Background: an optimization exercise with open tools, aiming at small area, a short achievable clock period and few clock cycles. Do not read the settings as production practice.
In this exercise RTL edits were held to simulation tests only and were not proved equivalent to the original.
Power is estimated from default activity; no workload was simulated.

<file path="design/flow/run.sh">
#!/bin/bash
# synth_recipe.tcl (not shown) runs the flow's synth.tcl, then flattens the netlist and writes it again
# the make line also repeats each setting of config.mk as NAME=value (left out here)
make -C /OpenROAD-flow-scripts/flow DESIGN_CONFIG=/design/flow/config.mk WORK_HOME=/design/flow/orfs CLKGATE_MAP_FILE= SYNTH_SCRIPT=/design/flow/synth_recipe.tcl finish
</file>
<file path="design/flow/config.mk">
export PLATFORM = sky130hd
export DESIGN_NAME = png2tim_core
export DESIGN_NICKNAME = png2tim_core
export VERILOG_FILES = /design/flow/design.v
export SDC_FILE = /design/flow/constraint.sdc
export NUM_CORES = 4
export LEC_CHECK = 0
export CAP_MARGIN = 20
export CORE_MARGIN = 2
export CORE_UTILIZATION = 40
export SLEW_MARGIN = 20
</file>
<file path="design/flow/constraint.sdc">
create_clock -name core_clock -period 12.0 [get_ports {clk}]
set_input_delay 2.4000 -clock core_clock [delete_from_list [all_inputs] [get_ports {clk}]]
set_output_delay 2.4000 -clock core_clock [all_outputs]
set_load 0.01 [all_outputs]
</file>
<file path="design/flow/design.v">
module png2tim_core (
    input  wire        clk,
    input  wire        rst,           
    input  wire        reg_we,
    input  wire [3:0]  reg_sel,       
    input  wire [31:0] reg_wdata,
    output reg  [31:0] reg_rdata,
    input  wire        in_touch,      
    output wire        busy,
    output wire [7:0]  pal_addr,
    output wire        pal_re,
    input  wire [31:0] pal_rdata,
    output wire [7:0]  clut_addr,
    output wire        clut_re,
    output wire        clut_we,
    output wire [15:0] clut_wdata,
    input  wire [15:0] clut_rdata,
    output wire [18:0] in_addr,
    output wire        in_re,
    input  wire [31:0] in_rdata,
    output wire [17:0] pix_addr,
    output wire        pix_re,
    output wire        pix_we,
    output wire [3:0]  pix_be,
    output reg  [31:0] pix_wdata,
    input  wire [31:0] pix_rdata,
    output wire [18:0] out_addr,
    output wire        out_we,
    output wire [3:0]  out_be,
    output reg  [31:0] out_wdata
);
    localparam [65:0] IN_SIZE  = 66'd2097152;
    localparam [65:0] PIX_SIZE = 66'd1048576;
    localparam [65:0] OUT_SIZE = 66'd2097152;
    localparam [7:0] E_NONE = 8'd0, E_BPP = 8'd1, E_PALSIZE = 8'd2,
                     E_GEOMETRY = 8'd3, E_PLACEMENT = 8'd4, E_CAPACITY = 8'd5,
                     E_ILLEGAL = 8'd6, E_MODE = 8'd7, E_SEQUENCE = 8'd8;
    localparam [3:0] OP_NOP = 4'd0, OP_QUANT = 4'd1, OP_PACK4 = 4'd2,
                     OP_PACK8 = 4'd3, OP_PACK16 = 4'd4, OP_CHECK = 4'd5,
                     OP_FORMAT = 4'd6, OP_CONVERT = 4'd7, OP_SRESET = 4'd8,
                     OP_ILLEGAL = 4'd9;
    localparam [3:0] S_IDLE = 4'd0, S_DECODE = 4'd1, S_NEXT = 4'd2,
                     S_Q_RD = 4'd3, S_Q_WR = 4'd4,
                     S_P_RD0 = 4'd5, S_P_RD1 = 4'd6, S_P_WR = 4'd7,
                     S_F_HDR = 4'd8, S_F_CRD0 = 4'd9, S_F_CRD1 = 4'd10,
                     S_F_CWR = 4'd11, S_F_PHDR = 4'd12, S_F_PRD = 4'd13,
                     S_F_PWR = 4'd14;
    reg [1:0]  cfg_bpp;
    reg        cfg_ovr;
    reg [31:0] img_w, img_h, px, py, cx, cy, pal_len;
    reg [31:0] vram_w, pix_len, out_len;
    reg [7:0]  st_err;
    reg        st_qv, st_pv, st_gv, st_ov, st_anyerr;
    wire [31:0] status = {16'd0, st_anyerr, 3'd0, st_ov, st_gv, st_pv, st_qv, st_err};
    always @(*) begin
        case (reg_sel)
            4'd1:    reg_rdata = status;
            4'd2:    reg_rdata = {27'd0, cfg_ovr, 2'd0, cfg_bpp};
            4'd3:    reg_rdata = img_w;
            4'd4:    reg_rdata = img_h;
            4'd5:    reg_rdata = px;
            4'd6:    reg_rdata = py;
            4'd7:    reg_rdata = cx;
            4'd8:    reg_rdata = cy;
            4'd9:    reg_rdata = pal_len;
            4'd10:   reg_rdata = vram_w;
            4'd11:   reg_rdata = pix_len;
            4'd12:   reg_rdata = out_len;
            default: reg_rdata = 32'd0;
        endcase
    end
    reg [3:0]  state;
    reg [3:0]  op;
    reg        do_q, do_p, do_f;      
    reg [1:0]  job_bpp;
    reg [18:0] p_words;               
    reg [3:0]  p_last_be;             
    reg [18:0] idx;                   
    reg [18:0] oaddr;                 
    reg [2:0]  hidx;                  
    reg [31:0] rd0;                   
    reg [15:0] lo_half;               
    assign busy = (state != S_IDLE);
    wire        bpp_rsv  = (cfg_bpp == 2'd3);
    wire        paletted = (cfg_bpp == 2'd0) || (cfg_bpp == 2'd1);
    wire [8:0]  n_ent    = (cfg_bpp == 2'd0) ? 9'd16 : 9'd256;
    wire [63:0] wh = img_w * img_h;
    reg  [65:0] pix_bytes, in_bytes;
    reg  [31:0] vw;
    reg         geo_frac;
    always @(*) begin
        case (cfg_bpp)
            2'd0: begin
                pix_bytes = {2'b00, wh} >> 1;
                in_bytes  = {2'b00, wh} >> 1;
                vw        = img_w >> 2;
                geo_frac  = (img_w[1:0] != 2'd0);
            end
            2'd1: begin
                pix_bytes = {2'b00, wh};
                in_bytes  = {2'b00, wh};
                vw        = img_w >> 1;
                geo_frac  = img_w[0];
            end
            default: begin
                pix_bytes = {2'b00, wh} << 1;
                in_bytes  = {2'b00, wh} << 2;
                vw        = img_w;
                geo_frac  = 1'b0;
            end
        endcase
    end
    wire        place_ok  = !px[31] && !py[31]
                         && ({2'b00, px} + {2'b00, vw} <= 34'd1024)
                         && ({2'b00, py} + {2'b00, img_h} <= 34'd512);
    wire        cap_err   = (in_bytes > IN_SIZE) || (pix_bytes > PIX_SIZE);
    wire        pal_err   = (pal_len != {23'd0, n_ent});
    wire [65:0] hdr_bytes = paletted ? (66'd32 + {56'd0, n_ent, 1'b0}) : 66'd20;
    wire [65:0] conv_tlen = hdr_bytes + pix_bytes;
    wire [65:0] fmt_tlen  = hdr_bytes + {34'd0, pix_len};
    reg [7:0] chk_err;
    always @(*) begin
        chk_err = E_NONE;
        case (op)
            OP_QUANT:
                if (bpp_rsv)                    chk_err = E_BPP;
                else if (cfg_bpp == 2'd2)       chk_err = E_MODE;
                else if (pal_err)               chk_err = E_PALSIZE;
            OP_PACK4:
                if (bpp_rsv)                    chk_err = E_BPP;
                else if (cfg_bpp != 2'd0)       chk_err = E_MODE;
                else if (img_w[0] && img_h[0])  chk_err = E_GEOMETRY;
                else if (cap_err)               chk_err = E_CAPACITY;
            OP_PACK8:
                if (bpp_rsv)                    chk_err = E_BPP;
                else if (cfg_bpp != 2'd1)       chk_err = E_MODE;
                else if (cap_err)               chk_err = E_CAPACITY;
            OP_PACK16:
                if (bpp_rsv)                    chk_err = E_BPP;
                else if (cfg_bpp != 2'd2)       chk_err = E_MODE;
                else if (cap_err)               chk_err = E_CAPACITY;
            OP_CHECK:
                if (bpp_rsv)                    chk_err = E_BPP;
                else if (geo_frac)              chk_err = E_GEOMETRY;
                else if (!place_ok)             chk_err = E_PLACEMENT;
            OP_FORMAT:
                if (bpp_rsv)                    chk_err = E_BPP;
                else if (!st_gv || !st_pv || (paletted && !st_qv))
                                                chk_err = E_SEQUENCE;
                else if (fmt_tlen > OUT_SIZE)   chk_err = E_CAPACITY;
            OP_CONVERT:
                if (bpp_rsv)                    chk_err = E_BPP;
                else if (paletted && pal_err)   chk_err = E_PALSIZE;
                else if (geo_frac)              chk_err = E_GEOMETRY;
                else if (!place_ok)             chk_err = E_PLACEMENT;
                else if (cap_err || conv_tlen > OUT_SIZE)
                                                chk_err = E_CAPACITY;
            OP_ILLEGAL:                         chk_err = E_ILLEGAL;
            default:                            chk_err = E_NONE;
        endcase
    end
    function [3:0] tail_be;
        input [1:0] rem;
        begin
            case (rem)
                2'd1:    tail_be = 4'b0001;
                2'd2:    tail_be = 4'b0011;
                2'd3:    tail_be = 4'b0111;
                default: tail_be = 4'b1111;
            endcase
        end
    endfunction
    function [15:0] pack15;
        input [31:0] rgba;
        input        ovr;
        begin
            pack15 = {(!ovr && (rgba[31:24] != 8'd0)),
                      rgba[23:19], rgba[15:11], rgba[7:3]};
        end
    endfunction
    function [7:0] nibswap;
        input [7:0] x;
        begin
            nibswap = {x[3:0], x[7:4]};
        end
    endfunction
    wire        f_pal     = (job_bpp != 2'd2);
    wire [8:0]  f_n       = (job_bpp == 2'd0) ? 9'd16 : 9'd256;
    wire [18:0] f_pwords  = pix_len[20:2] + {18'd0, (pix_len[1:0] != 2'd0)};
    wire [3:0]  f_last_be = tail_be(pix_len[1:0]);
    reg [31:0] hdr_word;              
    always @(*) begin
        case (hidx)
            3'd0:    hdr_word = 32'h0000_0010;
            3'd1:    hdr_word = f_pal ? {28'd0, 2'b10, job_bpp} : 32'h0000_0002;
            3'd2:    hdr_word = 32'd12 + {22'd0, f_n, 1'b0};
            3'd3:    hdr_word = {cy[15:0], cx[15:0]};
            default: hdr_word = {16'd1, 7'd0, f_n};
        endcase
    end
    reg [31:0] phdr_word;             
    always @(*) begin
        case (hidx)
            3'd0:    phdr_word = 32'd12 + pix_len;
            3'd1:    phdr_word = {py[15:0], px[15:0]};
            default: phdr_word = {img_h[15:0], vram_w[15:0]};
        endcase
    end
    wire p_last = (idx == p_words - 19'd1);
    wire f_last = (idx == f_pwords - 19'd1);
    assign pal_re     = (state == S_Q_RD);
    assign pal_addr   = idx[7:0];
    assign clut_we    = (state == S_Q_WR);
    assign clut_wdata = pack15(pal_rdata, cfg_ovr);
    assign clut_re    = (state == S_F_CRD0) || (state == S_F_CRD1);
    assign clut_addr  = (state == S_Q_WR) ? idx[7:0]
                                          : {idx[6:0], (state == S_F_CRD1)};
    assign in_re      = (state == S_P_RD0) || (state == S_P_RD1);
    assign in_addr    = (job_bpp == 2'd2) ? {idx[17:0], (state == S_P_RD1)} : idx;
    assign pix_we     = (state == S_P_WR);
    assign pix_be     = p_last ? p_last_be : 4'b1111;
    assign pix_re     = (state == S_F_PRD);
    assign pix_addr   = idx[17:0];
    always @(*) begin
        case (job_bpp)
            2'd0:    pix_wdata = {nibswap(in_rdata[31:24]), nibswap(in_rdata[23:16]),
                                  nibswap(in_rdata[15:8]),  nibswap(in_rdata[7:0])};
            2'd1:    pix_wdata = in_rdata;
            default: pix_wdata = {pack15(in_rdata, cfg_ovr), pack15(rd0, cfg_ovr)};
        endcase
    end
    assign out_we     = (state == S_F_HDR) || (state == S_F_CWR)
                     || (state == S_F_PHDR) || (state == S_F_PWR);
    assign out_addr   = oaddr;
    assign out_be     = (state == S_F_PWR && f_last) ? f_last_be : 4'b1111;
    always @(*) begin
        case (state)
            S_F_HDR:  out_wdata = hdr_word;
            S_F_CWR:  out_wdata = {clut_rdata, lo_half};
            S_F_PHDR: out_wdata = phdr_word;
            default:  out_wdata = pix_rdata;
        endcase
    end
    always @(posedge clk) begin
        if (rst) begin
            state     <= S_IDLE;
            cfg_bpp   <= 2'd3;
            cfg_ovr   <= 1'b0;
            img_w     <= 32'd0;
            img_h     <= 32'd0;
            px        <= 32'd0;
            py        <= 32'd0;
            cx        <= 32'd0;
            cy        <= 32'd0;
            pal_len   <= 32'd0;
            vram_w    <= 32'd0;
            pix_len   <= 32'd0;
            out_len   <= 32'd0;
            st_err    <= E_NONE;
            st_qv     <= 1'b0;
            st_pv     <= 1'b0;
            st_gv     <= 1'b0;
            st_ov     <= 1'b0;
            st_anyerr <= 1'b0;
        end else begin
            case (state)
            S_IDLE: begin
                if (reg_we) begin
                    case (reg_sel)
                        4'd0: begin
                            if (reg_wdata[31:8] != 24'd0 || reg_wdata[7:0] > 8'd8)
                                op <= OP_ILLEGAL;
                            else
                                op <= reg_wdata[3:0];
                            state <= S_DECODE;
                        end
                        4'd2: begin
                            cfg_bpp <= reg_wdata[1:0];
                            cfg_ovr <= reg_wdata[4];
                        end
                        4'd3:    img_w   <= reg_wdata;
                        4'd4:    img_h   <= reg_wdata;
                        4'd5:    px      <= reg_wdata;
                        4'd6:    py      <= reg_wdata;
                        4'd7:    cx      <= reg_wdata;
                        4'd8:    cy      <= reg_wdata;
                        4'd9:    pal_len <= reg_wdata;
                        default: ;
                    endcase
                end
                if (in_touch || (reg_we && reg_sel >= 4'd2 && reg_sel <= 4'd9)) begin
                    st_qv <= 1'b0;
                    st_pv <= 1'b0;
                    st_gv <= 1'b0;
                    st_ov <= 1'b0;
                end
            end
            S_DECODE: begin
                job_bpp   <= cfg_bpp;
                do_q      <= 1'b0;
                do_p      <= 1'b0;
                do_f      <= 1'b0;
                p_words   <= (cfg_bpp == 2'd2) ? wh[19:1] + {18'd0, wh[0]}
                                               : (pix_bytes[20:2] + {18'd0, (pix_bytes[1:0] != 2'd0)});
                p_last_be <= (cfg_bpp == 2'd2) ? (wh[0] ? 4'b0011 : 4'b1111)
                                               : tail_be(pix_bytes[1:0]);
                state     <= S_IDLE;
                if (op == OP_SRESET) begin
                    cfg_bpp   <= 2'd3;
                    cfg_ovr   <= 1'b0;
                    img_w     <= 32'd0;
                    img_h     <= 32'd0;
                    px        <= 32'd0;
                    py        <= 32'd0;
                    cx        <= 32'd0;
                    cy        <= 32'd0;
                    pal_len   <= 32'd0;
                    vram_w    <= 32'd0;
                    pix_len   <= 32'd0;
                    out_len   <= 32'd0;
                    st_err    <= E_NONE;
                    st_qv     <= 1'b0;
                    st_pv     <= 1'b0;
                    st_gv     <= 1'b0;
                    st_ov     <= 1'b0;
                    st_anyerr <= 1'b0;
                end else if (chk_err != E_NONE) begin
                    st_err    <= chk_err;
                    st_anyerr <= 1'b1;
                    case (op)
                        OP_QUANT:   st_qv <= 1'b0;
                        OP_PACK4, OP_PACK8, OP_PACK16:
                                    st_pv <= 1'b0;
                        OP_CHECK:   st_gv <= 1'b0;
                        OP_FORMAT:  st_ov <= 1'b0;
                        OP_CONVERT: begin
                            st_qv <= 1'b0;
                            st_pv <= 1'b0;
                            st_gv <= 1'b0;
                            st_ov <= 1'b0;
                        end
                        default: ;
                    endcase
                end else begin
                    st_err <= E_NONE;
                    case (op)
                        OP_QUANT: begin
                            st_qv <= 1'b1;
                            do_q  <= 1'b1;
                            state <= S_NEXT;
                        end
                        OP_PACK4, OP_PACK8, OP_PACK16: begin
                            st_pv   <= 1'b1;
                            pix_len <= pix_bytes[31:0];
                            do_p    <= 1'b1;
                            state   <= S_NEXT;
                        end
                        OP_CHECK: begin
                            st_gv  <= 1'b1;
                            vram_w <= vw;
                        end
                        OP_FORMAT: begin
                            st_ov   <= 1'b1;
                            out_len <= fmt_tlen[31:0];
                            do_f    <= 1'b1;
                            state   <= S_NEXT;
                        end
                        OP_CONVERT: begin
                            if (paletted) st_qv <= 1'b1;
                            st_pv   <= 1'b1;
                            st_gv   <= 1'b1;
                            st_ov   <= 1'b1;
                            vram_w  <= vw;
                            pix_len <= pix_bytes[31:0];
                            out_len <= conv_tlen[31:0];
                            do_q    <= paletted;
                            do_p    <= 1'b1;
                            do_f    <= 1'b1;
                            state   <= S_NEXT;
                        end
                        default: ;
                    endcase
                end
            end
            S_NEXT: begin
                idx   <= 19'd0;
                hidx  <= 3'd0;
                oaddr <= 19'd0;
                if (do_q) begin
                    state <= S_Q_RD;
                end else if (do_p) begin
                    if (p_words == 19'd0) begin
                        do_p  <= 1'b0;
                        state <= S_NEXT;
                    end else begin
                        state <= (job_bpp == 2'd2) ? S_P_RD0 : S_P_RD1;
                    end
                end else if (do_f) begin
                    state <= S_F_HDR;
                end else begin
                    state <= S_IDLE;
                end
            end
            S_Q_RD: state <= S_Q_WR;
            S_Q_WR: begin
                if (idx[8:0] == f_n - 9'd1) begin
                    do_q  <= 1'b0;
                    state <= S_NEXT;
                end else begin
                    idx   <= idx + 19'd1;
                    state <= S_Q_RD;
                end
            end
            S_P_RD0: state <= S_P_RD1;
            S_P_RD1: begin
                rd0   <= in_rdata;
                state <= S_P_WR;
            end
            S_P_WR: begin
                if (p_last) begin
                    do_p  <= 1'b0;
                    state <= S_NEXT;
                end else begin
                    idx   <= idx + 19'd1;
                    state <= (job_bpp == 2'd2) ? S_P_RD0 : S_P_RD1;
                end
            end
            S_F_HDR: begin
                oaddr <= oaddr + 19'd1;
                if (!f_pal && hidx == 3'd1) begin
                    hidx  <= 3'd0;
                    state <= S_F_PHDR;
                end else if (hidx == 3'd4) begin
                    idx   <= 19'd0;
                    state <= S_F_CRD0;
                end else begin
                    hidx <= hidx + 3'd1;
                end
            end
            S_F_CRD0: state <= S_F_CRD1;
            S_F_CRD1: begin
                lo_half <= clut_rdata;
                state   <= S_F_CWR;
            end
            S_F_CWR: begin
                oaddr <= oaddr + 19'd1;
                if ({idx[7:0], 1'b1} == f_n - 9'd1) begin
                    hidx  <= 3'd0;
                    state <= S_F_PHDR;
                end else begin
                    idx   <= idx + 19'd1;
                    state <= S_F_CRD0;
                end
            end
            S_F_PHDR: begin
                oaddr <= oaddr + 19'd1;
                if (hidx == 3'd2) begin
                    idx  <= 19'd0;
                    do_f <= 1'b0;
                    state <= (f_pwords == 19'd0) ? S_IDLE : S_F_PRD;
                end else begin
                    hidx <= hidx + 3'd1;
                end
            end
            S_F_PRD: state <= S_F_PWR;
            S_F_PWR: begin
                oaddr <= oaddr + 19'd1;
                if (f_last) begin
                    state <= S_IDLE;
                end else begin
                    idx   <= idx + 19'd1;
                    state <= S_F_PRD;
                end
            end
            default: state <= S_IDLE;
            endcase
        end
    end
endmodule
</file>
==> impl_metrics.env <==
export IMPL_cts_setup_buffers=0
export IMPL_yosys_top_cells_count="nand2_1 (1338), inv_1 (1006), fa_1 (898)"
export IMPL_crit_required_ns=12.55
export IMPL_fp_coreArea_um2=167000
export IMPL_grt_pass1_wl_um=394000
export IMPL_drt_first_pass_iters=11
export IMPL_maxCapViolations=0
export IMPL_htree_levels=2
export IMPL_max_freq_mhz=86.8
export IMPL_drv_slew=0
export IMPL_cp_slowest_cell="fa_1"
export IMPL_insertion_delay_ns=0.66
export IMPL_grt_setup_unrepaired="no"
export IMPL_start_kind="register"
export IMPL_finalSetupViolCount=0
export IMPL_switchingPower_uw=2610
export IMPL_cts_tree="yes"
export IMPL_worst_setup_path_type="reg -> reg"
export IMPL_syn_cell_area_um2=66900
export IMPL_synthToLayoutAreaGrowth_pct=9.96
export IMPL_dieArea_um2=171000
export IMPL_clock_skew_ns=0.0461
export IMPL_hold_viol_final=0
export IMPL_setup_tns_ns=0
export IMPL_synth_most_common_cell="nand2_1"
export IMPL_critPathMostFrequentCell="fa_1"
export IMPL_critPathCaptureType="register"
export IMPL_power_density_nw_per_um2=80.3
export IMPL_grt_start_max_net_pins=111
export IMPL_portBuffers=310
export IMPL_synth_cell_types=96
export IMPL_cp_max_fo=41
export IMPL_status="timing/DRC/antenna clean"
export IMPL_async_flop_share_pct=0
export IMPL_ys_seq_elements=447
export IMPL_pwr_share_seq_pct=31.8
export IMPL_overflow=0
export IMPL_p_clk_share_pct=27.3
export IMPL_synth_top_area_cell="fa_1"
export IMPL_gp_congestion=0.991
export IMPL_rows=150
export IMPL_synth_cells=8293
export IMPL_grt_pass1_vias=60310
export IMPL_via_per_inst=5.88
export IMPL_clock_sinks=447
export IMPL_layout_nets=9594
export IMPL_routed_wl_um=262000
export IMPL_grt_use_total_pct=30.5
export IMPL_synth_warnings=1
export IMPL_arrival_ns=12.07
export IMPL_io_pins=352
export IMPL_hpwlAfterDp_um=204000
export IMPL_max_stage_delay_ns=0.73
export IMPL_ys_top_cells_by_area="fa_1 (27%), dfxtp_1 (10%), nand2_1 (7.5%), ha_1 (6.7%), inv_1 (5.6%)"
export IMPL_internal_power_uw=3300
export IMPL_drtIter0Drc=7157
export IMPL_clock_tree_root_cell="clkbuf_16"
export IMPL_slew_headroom_pct=19.1
export IMPL_hold_path_class="reg -> reg"
export IMPL_die_h_um=413
export IMPL_avgSynthCellArea_um2=8.07
export IMPL_cts_clk_slew_worst_paths_ns=0.07
export IMPL_period_needed_ns=11.52
export IMPL_switching_share_pct=44.1
export IMPL_layout_drive_gt1_share_pct=4.85
export IMPL_worst_hold_slack_ns=0.458
export IMPL_peakVddDrop_mv=0.106
export IMPL_comb_power_share_pct=40.9
export IMPL_seq_area_frac_synth_pct=15.0
export IMPL_synth_edf_count=111
export IMPL_ant_nets=0
export IMPL_finalCritPeriodShare_pct=96.0
export IMPL_start_util_pct=40.1
export IMPL_worstMarginPinSlew_ns=1.21
export IMPL_numCtsBuffers=46
export IMPL_power_leakage_uw=0.0315
export IMPL_die_width_um=413
export IMPL_synth_top_area_share_pct=26.9
export IMPL_vias=61391
export IMPL_wire_per_inst_um=25.2
export IMPL_cts_buffer_depth=3
export IMPL_drc=0
export IMPL_antenna_found_initial=7
export IMPL_ys_flop_type="dfxtp_1"
## flip-flops by register name, indices dropped and copies added, names as in the netlist, 3 cells and up
name / flops
out_len: 32
cx: 32
oaddr: 19
p_words: 19
img_w: 32
py: 32
hidx: 3
p_last_be: 3
op: 4
vram_w: 32
idx: 19
rd0: 23
px: 32
pal_len: 32
img_h: 32
pix_len: 32
lo_half: 16
state: 4
cy: 32
st_err: 4
## through the flow
stage          instance area (um2)  instances  power [uW]  utilization (%)  setup WS (ns)
6_report                     73600      10434        5910             44.1          0.482
5_1_grt                      73500      10427        6110             44.1         0.0714
4_1_cts                      73500      10426        5830             44.1          0.525
3_5_place_dp                 71900      10340        4230             43.1          0.589
3_3_place_gp                 71900      10340        4220             43.1          0.570
2_1_floorplan                66900       8294        3090                -           2.27
## cell usage in the layout, fill, tap and decap left out, types with 16 or more instances in the layout
cell type | Yosys | layout
nor3b_1 | 30 | 30
fa_1 | 898 | 898
a22oi_1 | 156 | 156
or4_1 | 20 | 20
xor2_1 | 97 | 97
a211oi_1 | 53 | 53
nor2b_1 | 26 | 24
inv_1 | 1006 | 1006
nand3_1 | 90 | 90
a31oi_1 | 30 | 30
and2_0 | 32 | 32
nor2_1 | 330 | 318
clkdlybuf4s50_1 | 0 | 309
and2_1 | 536 | 536
edfxtp_1 | 111 | 111
o31ai_1 | 16 | 16
nor3_1 | 108 | 103
a21oi_1 | 504 | 496
clkbuf_16 | 0 | 47
a22o_1 | 42 | 42
o21bai_1 | 23 | 23
mux2i_1 | 106 | 106
a21o_1 | 55 | 52
or3_1 | 21 | 21
and3_1 | 46 | 46
nand2_1 | 1338 | 1337
nand2b_1 | 48 | 48
xnor2_1 | 169 | 169
ha_1 | 359 | 359
nor4_1 | 51 | 49
o21a_1 | 45 | 45
a222oi_1 | 37 | 37
dfxtp_1 | 336 | 329
o211ai_1 | 35 | 35
buf_4 | 45 | 206
nand4_1 | 154 | 154
a221oi_1 | 50 | 50
o21ai_0 | 370 | 369
or2_2 | 17 | 17
a21boi_0 | 18 | 17
## power groups by stage
stage               Sequential, uW  Combinational, uW  Clock [uW]
floorplan                     1720               1370           0
global placement              1910               2310           0
detailed placement            1910               2320           0
CTS                           1880               2340        1620
global route                  1880               2540        1680
finish                        1880               2410        1610
## worst max-delay path, delay by kind of cell (launching register included)
| kind | cells | cell delay [ns] |
|---|---|---|
| flip-flops | 1 | 0.71 |
| buffers and inverters | 8 | 1.51 |
| adder cells (fa/ha/maj) | 9 | 4.78 |
| AO/OA/AOI/OAI | 9 | 2.76 |
| AND/OR/NAND/NOR | 6 | 1.61 |
## worst paths after layout
path | start | endpoint | slack (ns) | depth (start not counted)
worst max register to register | img_h[5]$_SDFFE_PP0P_ | vram_w[15]$_SDFFE_PP0P_ | 0.48 | 32
worst min-delay path | cy[22]$_SDFFE_PP0P_ | cy[22]$_SDFFE_PP0P_ | 0.46 | 2
worst max-delay path | img_h[5]$_SDFFE_PP0P_ | vram_w[15]$_SDFFE_PP0P_ | 0.48 | 32
worst min register to register | cy[22]$_SDFFE_PP0P_ | cy[22]$_SDFFE_PP0P_ | 0.46 | 2
## cell type report
class                      instances  area (um2)
inverter                        1008        3780
sequential                       447       10100
fill                           16614       93100
antenna                            7        17.5
clock inverter                    23         372
timing repair buffer             526        4850
clock buffer                      63        1270
tap                             2204        2760
multi-input combinational       6156       50400
## logic make-up (layout without fill, tap and decap cells)
| logic type | Yosys count | after routing | synth area share [%] |
|---|---|---|---|
| AND/OR/NAND/NOR | 2903 | 2903 | 20.9 |
| flip-flops | 447 | 447 | 15.0 |
| other | 1 | 9 | 0.00561 |
| adder cells (fa/ha/maj) | 1257 | 1257 | 33.6 |
| buffers and inverters | 1691 | 1620 | 9.80 |
| XOR/XNOR | 267 | 267 | 3.51 |
| AO/OA/AOI/OAI | 1611 | 1611 | 15.4 |
| multiplexers | 116 | 116 | 1.75 |
## layer usage
| metal | GRT usage [%] | wire [um] | share of wire, % | vias to the layer above |
|---|---|---|---|---|
| met4 | 11.7 | 11800 | 4.5 | 2 |
| li1 | - | - | - | 27054 |
| met3 | 4.62 | 22800 | 8.7 | 465 |
| met2 | 46.5 | 116000 | 44 | 2903 |
| met5 | 0 | 20 | 0.0076 | - |
| met1 | 43.4 | 111000 | 42 | 30967 |
## what timing repair did
| item | in CTS | in global routing |
|---|---|---|
| hold buffers | 0 | 0 |
| gates resized for setup | 0 | 3 |
| endpoints found under the setup margin | 0 | 64 |
Testbench counts, summed over its fixed seeds: cycles 235,118.

==> separate check: timing with driven ports <==
How much do the figures lean on ideal ports? The routed layout below was timed once more, with nothing changed but the port constraints. Step 1: set_driving_cell puts a clkbuf_16 on clk and a buf_2 on each other input, an assumption about the parent block. Step 2 also shifts input and output timing later by t, the mid clock arrival at the registers, as if the neighbouring blocks saw the same clock. Three values: ideal ports, drivers, drivers and shift; two values: the first two.
shift t [ns]: 0.715
slack for setup (ns): 0.482 / 0.482 / 0.482
worst setup path after step 2: register to register
pins driven straight from the clock port: 1
After both steps this run still meets setup and hold. The setup slack of this run moves by 0.000 ns with the drivers and by 0.000 ns with both steps.
